What follows belongs to an exercise in optimizing a design on an open flow for small area, a short achievable clock period and few clock cycles; a production flow would make more cautious choices.
RTL that was checked went through simulation tests only; none was proved equivalent to the original.
Power figures rest on the tool's default switching activity, not on a simulated workload.

== try-violet ==
Design bbt_feistel, start of the top module:
module bbt_feistel (
    input  wire         clk,
    input  wire         rst,
    input  wire         cmd_valid,
    output wire         cmd_ready,
    input  wire [2:0]   cmd_op,
    input  wire [31:0]  cmd_arg,
    input  wire [31:0]  cmd_a,
    input  wire [31:0]  cmd_b,
    input  wire [127:0] cmd_fkey,
    output reg          done,
    output reg          err,
    output wire [31:0]  out_a,
    output wire [31:0]  out_b,
    output reg          emit,
    output reg  [12:0]  kr_raddr,
    input  wire [31:0]  kr_rdata,
    output reg          kr_we,
    output wire [12:0]  kr_waddr,
    output reg  [31:0]  kr_wdata
);
clock: 8.0 ns
lec_check: 0
cap_margin: 20
core_margin: 2
core_utilization: 40
setup_slack_margin: 5
slew_margin: 20
standard.sh (not shown) runs the stock make flow with config.mk's settings and CLKGATE_MAP_FILE= SYNTH_SCRIPT=/design/flow/synth_recipe.tcl, a recipe that flattens the netlist after the stock synthesis.
==> flow/flow/run.sh <==
#!/bin/bash
# Standard ORFS layout, with the port buffers made of the smallest buffer
# cell instead of the one buffer_ports picks by default.
set -euo pipefail
export BUFFER_PORTS_ARGS="-buffer_cell sky130_fd_sc_hd__buf_1"
bash standard.sh > standard.log 2>&1
The inputs of try-maple differ from those of try-violet as listed below.
--- a/flow/config.mk
+++ b/flow/config.mk
@@ -10,3 +10,3 @@
 export CORE_UTILIZATION = 40
-export SETUP_SLACK_MARGIN = 5
+export SETUP_SLACK_MARGIN = 4
 export SLEW_MARGIN = 20
[summary]
- Wire length of the first global-routing pass delta for try-maple relative to try-violet: 3.6% lower
- Measured against try-maple, the routed wire length of try-violet comes out at 1.06 times the reference value.
- Delta (try-maple minus try-violet): number of non-clock buffers saw a decrease, design area saw a decrease, cell count saw a decrease.
- On maximum level of the CTS H-tree: between try-violet and try-maple, it ends up lower for try-violet.
Setup changes, try-maple to try-yarrow
==> flow/run.sh (new file) <==
#!/bin/bash
# synth_recipe.tcl (not shown) runs the flow's synth.tcl, then flattens the netlist and writes it again
# the make line also repeats each setting of config.mk as NAME=value (left out here)
make -C /OpenROAD-flow-scripts/flow DESIGN_CONFIG=/design/flow/config.mk WORK_HOME=/design/flow/orfs CLKGATE_MAP_FILE= SYNTH_SCRIPT=/design/flow/synth_recipe.tcl finish
--- a/flow/config.mk
+++ b/flow/config.mk
@@ -10,3 +10,2 @@
 export CORE_UTILIZATION = 40
-export SETUP_SLACK_MARGIN = 4
 export SLEW_MARGIN = 20
removed: flow/flow/run.sh
removed: flow/standard.sh
Findings:
- Switching share of total power was higher in the run labelled try-maple.
- Compared with try-maple, in try-yarrow design internal power rose 0.00010 W; highest clock rate went down; utilization has increased; via count of the first global-routing pass picked up an extra 1.0%.
- In the reports for try-yarrow and try-maple, the larger switching component of the power belongs to try-maple.
No run of this note included a check of the RTL's function; only the layout flow was run.


## run 1
bbt_feistel, a different RTL version from the one above (not shown whole).
Size in the first run: about 390 I/O pins.
==> flow/config.mk <==
export PLATFORM = sky130hd
export DESIGN_NAME = bbt_feistel
export DESIGN_NICKNAME = bbt_feistel
export VERILOG_FILES = /design/flow/design.v
export SDC_FILE = /design/flow/constraint.sdc
export NUM_CORES = 4
export LEC_CHECK = 0
export CAP_MARGIN = 10
export CORE_MARGIN = 2
export CORE_UTILIZATION = 60
export CTS_BUF_LIST = sky130_fd_sc_hd__clkbuf_8
export CTS_CLUSTER_DIAMETER = 80
export CTS_CLUSTER_SIZE = 14
export GPL_ROUTABILITY_DRIVEN = 0
export PLACE_DENSITY = 0.7
export SETUP_SLACK_MARGIN = 4.4
export SLEW_MARGIN = 10
==> flow/constraint.sdc <==
create_clock -name core_clock -period 8.0 [get_ports {clk}]
set_input_delay 1.6000 -clock core_clock [delete_from_list [all_inputs] [get_ports {clk}]]
set_output_delay 1.6000 -clock core_clock [all_outputs]
set_load 0.01 [all_outputs]
==> flow/flow/run.sh <==
#!/bin/bash
# Standard ORFS layout, with the port buffers made of the smallest buffer
# cell instead of the one buffer_ports picks by default.
set -euo pipefail
export BUFFER_PORTS_ARGS="-buffer_cell sky130_fd_sc_hd__buf_1"
bash standard.sh > standard.log 2>&1
Testbench counts of run 1, summed over its fixed seeds: cycles 420,510.
[inputs] run 2 vs run 1
- changing SLEW_MARGIN from 10 to 0
- removing GPL_ROUTABILITY_DRIVEN (formerly 0)
- changing CAP_MARGIN from 10 to 0
==> run notes <==
Worst setup path startpoint: kr_rdata[0] -> run 1, kr_rdata[1] -> run 2. The lower critical path depth came out of run 2. Taking run 1 as the reference, in run 2 combinational group share of total power went up, design area higher, share of cell area taken by flip-flops and latches level, hold slack has increased.
#### Input delta (run 3 over run 2)
- a change of CAP_MARGIN from 0 to 10
- a change of SLEW_MARGIN from 0 to 10
- a change of SETUP_SLACK_MARGIN from 4.4 to 4.3
Results
- Biggest fanout along the worst timing path was higher in run 2 than in run 3.
- From run 2 to run 3 the numbers moved as follows: post-route cell area closely matched the old numbers; total power decreased by about 0.8% relative to the old numbers; clock network power now smaller; power per standard cell area has decreased.
- Run 3 was carried through to the last stage, and its layout satisfied the timing, design-rule and antenna checks.
- Run 2 reached the final stage; the timing, design-rule and antenna checks on its layout passed.
- On wire length, run 3 and run 2 are basically level.
- Of run 3 and run 2, the higher via density per instance belongs to run 2.
- Taking run 2 as the reference, in run 3 worst-case headroom to the max-slew limit increased 11 points; setup slack shows a reduction of 160 ps.
#### Input delta (run 4 over run 3)
- SETUP_SLACK_MARGIN: 4.3 -> 4.6
## What came out
| cell-internal power | run 4 vs run 3 | ≈ equal |. Of run 3 and run 4, run 3 shows the lower number of ordinary and repair buffers in the finished layout, with run 4 above it. Smallest setup slack after layout delta (run 4 − run 3): favourable. Cmp run 3 and run 4 / total non-filler cell area in the finished layout / lower: run 3. The share of power burned in combinational logic of run 4 exceeds that of run 3 by 0.6 points. Sort run 3 and run 4 by final weighted congestion of routability-driven global placement, ascending, and run 4 comes first.
The inputs of run 5 differ from those of run 4 as listed below.
- swapping 0.7 for 0.8 in PLACE_DENSITY
- swapping 60 for 70 in CORE_UTILIZATION
- swapping 4.6 for 4.4 in SETUP_SLACK_MARGIN
Findings:
Run 5 vs. run 4: number of well taps went down 16%, die area went down 14%, wire length of the first global-routing pass went down 1.7%, met1 layer usage reported by global route went up 3.2 points. Routed wire in run 5 totals less than in run 4. Taking run 4 over run 5, the met1 routed wirelength after detailed routing ratio works out to 1.14. | multi-input gate share of total cell area | run 5 vs run 4 | ≈ equal |.

## separate check: timing with driven ports
The results above use ideal ports. As a check the final layouts listed here were re-extracted and re-timed, cells and wires unchanged. Step 1: set_driving_cell puts a clkbuf_16 on clk and a buf_2 on each other input, an assumption about the parent block. Step 2 times the ports against the registers' clock, not the clock port: input delays grow and output delays shrink by t, the midpoint of the rising clock arrivals with the driver on. a / b / c = ideal / step 1 / step 2; a / b = the first two.
| run | t (ns) | setup WS [ns] | worst hold slack (ns) | clock arrival spread, ns | slew at the worst register clock pin (ns) |
|---|---|---|---|---|---|
| try-violet | 0.646 | 4.293 / 4.308 / 3.662 | 0.459 / 0.459 / 0.459 | 0.012 / 0.012 | 0.07 / 0.07 |
| try-maple | 0.591 | 4.064 / 4.091 / 3.500 | 0.458 / 0.458 / 0.458 | 0.023 / 0.023 | 0.06 / 0.06 |
| try-yarrow | 0.637 | 3.251 / 3.278 / 2.640 | 0.463 / 0.463 / 0.463 | 0.015 / 0.015 | 0.07 / 0.07 |
| run 1 | 0.625 | 4.403 / 4.398 / 3.773 | 0.463 / 0.463 / 0.463 | 0.045 / 0.045 | 0.12 / 0.12 |
| run 2 | 0.625 | 4.417 / 4.444 / 3.819 | 0.467 / 0.467 / 0.467 | 0.030 / 0.029 | 0.11 / 0.11 |
| run 3 | 0.620 | 4.256 / 4.263 / 3.643 | 0.482 / 0.482 / 0.482 | 0.024 / 0.024 | 0.11 / 0.11 |
| run 4 | 0.643 | 4.430 / 4.437 / 3.794 | 0.472 / 0.472 / 0.472 | 0.033 / 0.032 | 0.12 / 0.12 |
| run 5 | 0.602 | 4.186 / 4.181 / 3.579 | 0.479 / 0.479 / 0.479 | 0.024 / 0.024 | 0.11 / 0.11 |
After both steps every run listed still meets setup and hold. The setup slack of run 4, which loses most, moves by +0.007 ns with the drivers and by -0.636 ns with both steps.
